This is an optimization exercise on Yosys and OpenROAD, whose aim is small area, a short achievable clock period and few clock cycles per item, not a production implementation. Only simulation tests tie the RTL to the original design; equivalence was not proved.

## mod_inv_unit
module mod_inv_unit (
    input  wire        clk,
    input  wire        rst,
    input  wire        in_valid,
    output wire        in_ready,
    input  wire [63:0] in_a,
    input  wire [63:0] in_q,
    output reg         out_valid,
    output wire [63:0] out_r,
    output reg         out_err
);
Size: about 3500 cells after synthesis, roughly 200 I/O pins, roughly 32000 µm² of cells after synthesis.
make LEC_CHECK=0 CAP_MARGIN=20 CORE_MARGIN=2 CORE_UTILIZATION=50 PLACE_DENSITY=0.65 SETUP_SLACK_MARGIN=4.5 SLEW_MARGIN=20 finish   # period 10.0 ns
run.sh (not shown) runs the stock make flow with config.mk's settings and CLKGATE_MAP_FILE= SYNTH_SCRIPT=/design/flow/synth_recipe.tcl, a recipe that flattens the netlist after the stock synthesis.
The starting point finished with timing, DRC and antenna clean.
Testbench counts at the start, summed over its fixed seeds: cycles 66,210, items 1,600.
Rerun with:
--- a/flow/design.v
+++ b/flow/design.v
@@ -47,12 +47,13 @@
     wire [64:0] e    = ua + ub + {64'd0, !sh && same};
     wire j1  = e1;
     wire j2  = !e1 && e2;
     wire j3  = !e1 && !e2;
     wire [63:0] r   = j1 ? e[64:1] : j2 ? {e[64], e[64:2]} : {{2{e[64]}}, e[64:3]};
     wire dneg = e[64] ^ u[63];
+    wire ez   = (e[64:1] == 64'd0);
     wire wu   = step && (sh ? !sel_v : !dneg);
     wire wv   = step && (sh ?  sel_v :  dneg);
     wire [63:0] p  = (x1 & {64{sp1}}) | (x2 & {64{sp2}}) | {63'd0, sp1i};
     wire [63:0] qq = ((x1 & {64{sq1}}) | (x2 & {64{sq2}}) | {63'd0, sq1i}) ^ {64{qinv}};
     wire [1:0] mk = sh ? (sel_v ? mk_2 : mk_1) : (same ? mk_s : mk_a);
     wire neg2 = !dn && ((j1 && t0 && !psgn) || (j2 && mk[0]) ||
@@ -95,18 +96,16 @@
     wire ne1 = nsh ? (nselv ? nv[1] : nu[1]) : !(nu[1] ^ nvb[1]);
     wire ne2 = nsh ? (nselv ? nv[2] : nu[2]) : (nu[2] ^ nvb[2] ^ (nu[1] | nvb[1]));
     wire [2:0] nts = nx1 - nx2;
     wire nbusy = !rst && (accept || (busy && !done));
     wire nx1c  = load || (x1c && !wu);
     wire nx2c  = load || (x2c && !wv);
-    wire uh0   = (u[63:1] == 63'd0);
-    wire vh0   = (v[63:1] == 63'd0);
-    wire nuz   = !load && uh0 && !u[0];
-    wire nvz   = !load && vh0 && !v[0];
-    wire nu1   = !load && ((uh0 && u[0]) || (u == {64{1'b1}}));
-    wire nv1   = !load && ((vh0 && v[0]) || (v == {64{1'b1}}));
+    wire nuz   = load ? 1'b0 : wu ? ez : uz;
+    wire nvz   = load ? 1'b0 : wv ? ez : vz;
+    wire nu1   = !load && (u == 64'd1 || u == {64{1'b1}}) && !nuz;
+    wire nv1   = !load && (v == 64'd1 || v == {64{1'b1}}) && !nvz;
     wire ndone = nbusy && (nuz || nvz || nu1 || nv1);
     wire nstep = nbusy && !(nuz || nvz || nu1 || nv1);
     wire ntu   = nu1 || nvz;
     wire nt0   = nsh ? (nselv ? nx2[0] : nx1[0]) : (nx1[0] ^ nx2[0]);
     wire nx1s  = !(load || x1c) && x1[63];
     wire nx2s  = !(load || x2c) && x2[63];
@@ -126,20 +125,22 @@
         end
         if (done) out_err <= !(u1 || v1);
         if (load) begin
             q_r  <= in_q[62:0];
             u    <= in_a;
             v    <= in_q;
+            uz   <= 1'b0;
+            vz   <= 1'b0;
+            u1   <= 1'b0;
+            v1   <= 1'b0;
         end else begin
-            if (wu) u <= r;
-            if (wv) v <= r;
+            if (wu) begin u <= r; uz <= ez; end
+            if (wv) begin v <= r; vz <= ez; end
+            u1 <= nu1;
+            v1 <= nv1;
         end
-        uz <= nuz;
-        vz <= nvz;
-        u1 <= nu1;
-        v1 <= nv1;
         if (done || wu) x1 <= y;
         if (wv)         x2 <= y;
         x1c <= nx1c;
         x2c <= nx2c;
         sp1   <= nstep && !nx1c && !(nsh && nselv);
         sp2   <= nstep && !nx2c && nsh && nselv;
Result: The changed run produced a clean layout. Design area grows by 0.41%. Via count grows by 2.6%. Worst setup slack gains 0.13 ns. Utilization stays flat.
Testbench counts after the change, summed over its fixed seeds: cycles 65,895, items 1,600.

========
The RTL this note starts from:
==> flow/design.v <==
module mod_inv_unit (
    input  wire        clk,
    input  wire        rst,
    input  wire        in_valid,
    output wire        in_ready,
    input  wire [63:0] in_a,
    input  wire [63:0] in_q,
    output reg         out_valid,
    output wire [63:0] out_r,
    output reg         out_err
);
    reg        busy;
    reg        x1c;        
    reg        x2c;        
    reg [62:0] q_r;
    reg [63:0] u;
    reg [63:0] v;
    reg [63:0] x1;
    reg [63:0] x2;
    reg        uz;         
    reg        vz;         
    reg [1:0]  mk_1;
    reg [1:0]  mk_2;
    reg [1:0]  mk_s;
    reg [1:0]  mk_a;
    reg        sh;         
    reg        sel_v;      
    reg        same;       
    reg        e1;         
    reg        e2;
    reg        sp1, sp2, sp1i, sq1, sq1i, sq2, qinv;
    reg        dn;         
    reg        t0;         
    reg        psgn;       
    reg        k1on;       
    reg        jx0, jx1, jx2, jx3;
    assign out_r = x1;
    wire done   = busy && (uz || vz);
    wire step   = busy && !done;
    assign in_ready = !busy || done;
    wire accept = in_valid && in_ready;
    wire load   = !busy || done;
    wire [64:0] ua   = (sh && sel_v) ? {v[63], v} : {u[63], u};
    wire [64:0] ub   = sh ? 65'd0 : ({v[63], v} ^ {65{same}});
    wire [64:0] e    = ua + ub + {64'd0, !sh && same};
    wire j1  = e1;
    wire j2  = !e1 && e2;
    wire j3  = !e1 && !e2;
    wire [63:0] r   = j1 ? e[64:1] : j2 ? {e[64], e[64:2]} : {{2{e[64]}}, e[64:3]};
    wire dneg = e[64] ^ u[63];
    wire ez   = (e[64:1] == 64'd0);
    wire wu   = step && (sh ? !sel_v : !dneg);
    wire wv   = step && (sh ?  sel_v :  dneg);
    wire [63:0] w    = u | v;                        
    wire [63:0] p  = (x1 & {64{sp1}}) | (x2 & {64{sp2}}) | {63'd0, sp1i};
    wire [63:0] qq = ((x1 & {64{sq1}}) | (x2 & {64{sq2}}) | {63'd0, sq1i}) ^ {64{qinv}};
    wire [1:0] mk = sh ? (sel_v ? mk_2 : mk_1) : (same ? mk_s : mk_a);
    wire neg2 = !dn && ((j1 && t0 && !psgn) || (j2 && mk[0]) ||
                        (j3 && mk[1] && mk[0]));
    wire pos2 = !dn && j3 && !mk[1] && mk[0];
    wire neg4 = !dn && j3 && mk[1] && !mk[0];
    wire k2n  = neg2 || neg4;
    wire [66:0] k1  = k1on ? {4'd0, q_r} : 67'd0;
    wire [66:0] k2  = (((pos2 || neg2) ? {3'd0, q_r, 1'd0} : 67'd0) |
                       (neg4 ? {2'd0, q_r, 2'd0} : 67'd0)) ^ {67{k2n}};
    wire [66:0] p67 = {{3{p[63]}}, p};
    wire [66:0] q67 = {{3{qq[63]}}, qq};
    wire [66:0] s1 = p67 ^ q67 ^ k1;
    wire [66:0] c1 = {(p67[65:0] & q67[65:0]) | (p67[65:0] & k1[65:0]) |
                      (q67[65:0] & k1[65:0]), qinv};
    wire [66:0] s2 = s1 ^ c1 ^ k2;
    wire [66:0] c2 = {(s1[65:0] & c1[65:0]) | (s1[65:0] & k2[65:0]) |
                      (c1[65:0] & k2[65:0]), k2n};
    wire [66:0] t  = s2 + c2;
    wire [63:0] y  = ({64{jx0}} & t[63:0]) | ({64{jx1}} & t[64:1]) |
                     ({64{jx2}} & t[65:2]) | ({64{jx3}} & t[66:3]);
    wire [2:0] nx1 = load ? 3'd1 : wu ? y[2:0] : x1c ? 3'd1 : x1[2:0];
    wire [2:0] nx2 = load ? 3'd0 : wv ? y[2:0] : x2c ? 3'd0 : x2[2:0];
    wire [2:1] nq  = load ? in_q[2:1] : q_r[2:1];
    function [1:0] mkf(input [2:0] tt, input [2:1] qv);
        reg qa, qb;
        begin
            qa = !qv[1];
            qb = !qv[2];
            mkf[0] = tt[1] ^ (qa & tt[0]);
            mkf[1] = tt[2] ^ (qa & tt[1]) ^ (qb & tt[0]) ^ (qa & tt[1] & tt[0]);
        end
    endfunction
    wire [2:0] nu = load ? in_a[2:0] : wu ? r[2:0] : u[2:0];
    wire [2:0] nv = load ? in_q[2:0] : wv ? r[2:0] : v[2:0];
    wire nsame = load ? (in_a[63] == in_q[63]) : ((wv && !sh) ? 1'b0 : same);
    wire nsh   = !nu[0] || !nv[0];
    wire nselv = nu[0];
    wire [2:1] nvb = nv[2:1] ^ {2{nsame}};
    wire ne1 = nsh ? (nselv ? nv[1] : nu[1]) : !(nu[1] ^ nvb[1]);
    wire ne2 = nsh ? (nselv ? nv[2] : nu[2]) : (nu[2] ^ nvb[2] ^ (nu[1] | nvb[1]));
    wire [2:0] nts = nx1 - nx2;
    wire nbusy = !rst && (accept || (busy && !done));
    wire nx1c  = load || (x1c && !wu);
    wire nx2c  = load || (x2c && !wv);
    wire nuz   = load ? 1'b0 : wu ? ez : uz;
    wire nvz   = load ? 1'b0 : wv ? ez : vz;
    wire ndone = nbusy && (nuz || nvz);
    wire nstep = nbusy && !(nuz || nvz);
    wire nt0   = nsh ? (nselv ? nx2[0] : nx1[0]) : (nx1[0] ^ nx2[0]);
    wire nx1s  = !(load || x1c) && x1[63];
    wire nx2s  = !(load || x2c) && x2[63];
    wire nus   = load ? in_a[63] : u[63];
    wire nvs   = load ? in_q[63] : v[63];
    wire nkd   = nuz ? (nx2s ^ nvs) : (nx1s ^ nus);
    wire nw63  = (load ? in_a[63] : wu ? r[63] : u[63]) |
                 (load ? in_q[63] : wv ? r[63] : v[63]);
    wire [2:0] nta = nx1 + nx2;
    always @(posedge clk) begin
        if (rst) begin
            busy      <= 1'b0;
            out_valid <= 1'b0;
        end else begin
            out_valid <= done;
            if (accept)    busy <= 1'b1;
            else if (done) busy <= 1'b0;
        end
        if (done) out_err <= !((w == 64'd1) || (w == {64{1'b1}}));
        if (load) begin
            q_r  <= in_q[62:0];
            u    <= in_a;
            v    <= in_q;
            uz   <= 1'b0;
            vz   <= 1'b0;
        end else begin
            if (wu) begin u <= r; uz <= ez; end
            if (wv) begin v <= r; vz <= ez; end
        end
        if (done || wu) x1 <= y;
        if (wv)         x2 <= y;
        x1c <= nx1c;
        x2c <= nx2c;
        sp1   <= nstep && !nx1c && !(nsh && nselv);
        sp2   <= nstep && !nx2c && nsh && nselv;
        sp1i  <= nstep && nx1c && !(nsh && nselv);
        sq1   <= ndone && !nuz && !nx1c;
        sq1i  <= ndone && !nuz && nx1c;
        sq2   <= (ndone ? nuz : (nstep && !nsh)) && !nx2c;
        qinv  <= ndone ? nw63 : (nstep && !nsh && nsame);
        dn    <= ndone;
        t0    <= nt0;
        k1on  <= ndone ? nkd : nt0;
        psgn  <= wu ? (nx2s ^ nsame) : nx1s;
        jx0   <= ndone;
        jx1   <= !ndone && ne1;
        jx2   <= !ndone && !ne1 && ne2;
        jx3   <= !ndone && !ne1 && !ne2;
        sh    <= nsh;
        sel_v <= nselv;
        same  <= nsame;
        e1    <= ne1;
        e2    <= ne2;
        mk_1 <= mkf(nx1, nq);
        mk_2 <= mkf(nx2, nq);
        mk_s <= mkf(nts, nq);
        mk_a <= mkf(nta, nq);
    end
endmodule
Settings: LEC_CHECK=0, CAP_MARGIN=20, CORE_MARGIN=2, CORE_UTILIZATION=50, PLACE_DENSITY=0.65, SETUP_SLACK_MARGIN=4, SLEW_MARGIN=20; clock period 10.0 ns.
Testbench counts at the start, summed over its fixed seeds: cycles 68,253, items 1,600.
Edit:
--- a/flow/design.v
+++ b/flow/design.v
@@ -10,8 +10,7 @@
     output reg         out_err
 );
     reg        busy;
-    reg        x1c;        
-    reg        x2c;        
+    reg        init;       
     reg [62:0] q_r;
     reg [63:0] u;
     reg [63:0] v;
@@ -28,11 +27,9 @@
     reg        same;       
     reg        e1;         
     reg        e2;
-    reg        sp1, sp2, sp1i, sq1, sq1i, sq2, qinv;
+    reg        sp1, sp2, sp1i, sq1, sq2, qinv;
     reg        dn;         
     reg        t0;         
-    reg        psgn;       
-    reg        k1on;       
     reg        jx0, jx1, jx2, jx3;
     assign out_r = x1;
     wire done   = busy && (uz || vz);
@@ -53,8 +50,10 @@
     wire wv   = step && (sh ?  sel_v :  dneg);
     wire [63:0] w    = u | v;                        
     wire [63:0] p  = (x1 & {64{sp1}}) | (x2 & {64{sp2}}) | {63'd0, sp1i};
-    wire [63:0] qq = ((x1 & {64{sq1}}) | (x2 & {64{sq2}}) | {63'd0, sq1i}) ^ {64{qinv}};
+    wire [63:0] qq = ((x1 & {64{sq1}}) | (x2 & {64{sq2}})) ^ {64{qinv}};
     wire [1:0] mk = sh ? (sel_v ? mk_2 : mk_1) : (same ? mk_s : mk_a);
+    wire psgn = (x1[63] && sp1) || (x2[63] && sp2);
+    wire k1on = dn ? (((x1[63] && sq1) || (x2[63] && sq2)) ^ qinv) : t0;
     wire neg2 = !dn && ((j1 && t0 && !psgn) || (j2 && mk[0]) ||
                         (j3 && mk[1] && mk[0]));
     wire pos2 = !dn && j3 && !mk[1] && mk[0];
@@ -74,8 +73,8 @@
     wire [66:0] t  = s2 + c2;
     wire [63:0] y  = ({64{jx0}} & t[63:0]) | ({64{jx1}} & t[64:1]) |
                      ({64{jx2}} & t[65:2]) | ({64{jx3}} & t[66:3]);
-    wire [2:0] nx1 = load ? 3'd1 : wu ? y[2:0] : x1c ? 3'd1 : x1[2:0];
-    wire [2:0] nx2 = load ? 3'd0 : wv ? y[2:0] : x2c ? 3'd0 : x2[2:0];
+    wire [2:0] nx1 = load ? 3'd1 : wu ? y[2:0] : init ? 3'd1 : x1[2:0];
+    wire [2:0] nx2 = load ? 3'd0 : wv ? y[2:0] : init ? 3'd0 : x2[2:0];
     wire [2:1] nq  = load ? in_q[2:1] : q_r[2:1];
     function [1:0] mkf(input [2:0] tt, input [2:1] qv);
         reg qa, qb;
@@ -96,18 +95,11 @@
     wire ne2 = nsh ? (nselv ? nv[2] : nu[2]) : (nu[2] ^ nvb[2] ^ (nu[1] | nvb[1]));
     wire [2:0] nts = nx1 - nx2;
     wire nbusy = !rst && (accept || (busy && !done));
-    wire nx1c  = load || (x1c && !wu);
-    wire nx2c  = load || (x2c && !wv);
-    wire nuz   = load ? 1'b0 : wu ? ez : uz;
-    wire nvz   = load ? 1'b0 : wv ? ez : vz;
+    wire ninit = load || (init && !step);
+    wire nuz   = load ? (in_a == 64'd0) : wu ? ez : uz;
+    wire nvz   = load ? (in_q == 64'd0) : wv ? ez : vz;
     wire ndone = nbusy && (nuz || nvz);
     wire nstep = nbusy && !(nuz || nvz);
-    wire nt0   = nsh ? (nselv ? nx2[0] : nx1[0]) : (nx1[0] ^ nx2[0]);
-    wire nx1s  = !(load || x1c) && x1[63];
-    wire nx2s  = !(load || x2c) && x2[63];
-    wire nus   = load ? in_a[63] : u[63];
-    wire nvs   = load ? in_q[63] : v[63];
-    wire nkd   = nuz ? (nx2s ^ nvs) : (nx1s ^ nus);
     wire nw63  = (load ? in_a[63] : wu ? r[63] : u[63]) |
                  (load ? in_q[63] : wv ? r[63] : v[63]);
     wire [2:0] nta = nx1 + nx2;
@@ -122,30 +114,29 @@
         end
         if (done) out_err <= !((w == 64'd1) || (w == {64{1'b1}}));
         if (load) begin
+            init <= 1'b1;
             q_r  <= in_q[62:0];
             u    <= in_a;
             v    <= in_q;
-            uz   <= 1'b0;
-            vz   <= 1'b0;
+            uz   <= (in_a == 64'd0);
+            vz   <= (in_q == 64'd0);
         end else begin
+            if (step) init <= 1'b0;
             if (wu) begin u <= r; uz <= ez; end
             if (wv) begin v <= r; vz <= ez; end
         end
-        if (done || wu) x1 <= y;
-        if (wv)         x2 <= y;
-        x1c <= nx1c;
-        x2c <= nx2c;
-        sp1   <= nstep && !nx1c && !(nsh && nselv);
-        sp2   <= nstep && !nx2c && nsh && nselv;
-        sp1i  <= nstep && nx1c && !(nsh && nselv);
-        sq1   <= ndone && !nuz && !nx1c;
-        sq1i  <= ndone && !nuz && nx1c;
-        sq2   <= (ndone ? nuz : (nstep && !nsh)) && !nx2c;
+        if (done || wu)         x1 <= y;
+        else if (step && init)  x1 <= 64'd1;
+        if (wv)                 x2 <= y;
+        else if (step && init)  x2 <= 64'd0;
+        sp1   <= nstep && !ninit && !(nsh && nselv);
+        sp2   <= nstep && !ninit && nsh && nselv;
+        sp1i  <= nstep && ninit && !(nsh && nselv);
+        sq1   <= ndone && !nuz && !ninit;
+        sq2   <= (ndone ? nuz : (nstep && !nsh)) && !ninit;
         qinv  <= ndone ? nw63 : (nstep && !nsh && nsame);
         dn    <= ndone;
-        t0    <= nt0;
-        k1on  <= ndone ? nkd : nt0;
-        psgn  <= wu ? (nx2s ^ nsame) : nx1s;
+        t0    <= nsh ? (nselv ? nx2[0] : nx1[0]) : (nx1[0] ^ nx2[0]);
         jx0   <= ndone;
         jx1   <= !ndone && ne1;
         jx2   <= !ndone && !ne1 && ne2;
The changed run went through all stages and came out clean.
Routed wire length goes up by about 3.5%.
Design area barely changes.
Non-clock buffer count shrinks by 38.
Final cell count went up by about 1.3%.
Global-route usage rose by 0.88 points.
Setup slack is better by 31 ps.
Count of clock-buffer cells in the layout drops by 3.
Testbench counts after the change, summed over its fixed seeds: cycles 68,253, items 1,600.

[afterwards: timing with drivers on the ports]
Ports are ideal in the flow. The routed layouts listed here were re-timed in OpenROAD. Step 1 assumes that a clkbuf_16 drives the clock port and a buf_2 every other input. Step 2 times the ports against the registers' clock, not the clock port: input delays grow and output delays shrink by t, the midpoint of the rising clock arrivals with the driver on. a / b / c = ideal / step 1 / step 2; a / b = the first two.
run | t, ns | setup slack, ns | worst slew at a driven data input, ns
the first run of note 1 | 0.651 | 4.095 / 4.095 / 4.095 | 0.05
the second run of note 1 | 0.635 | 4.228 / 4.228 / 4.228 | 0.07
the first run of note 2 | 0.661 | 3.993 / 3.993 / 3.993 | 0.12
the second run of note 2 | 0.663 | 4.024 / 4.024 / 4.024 | 0.06
After both steps every run listed still meets setup and hold.
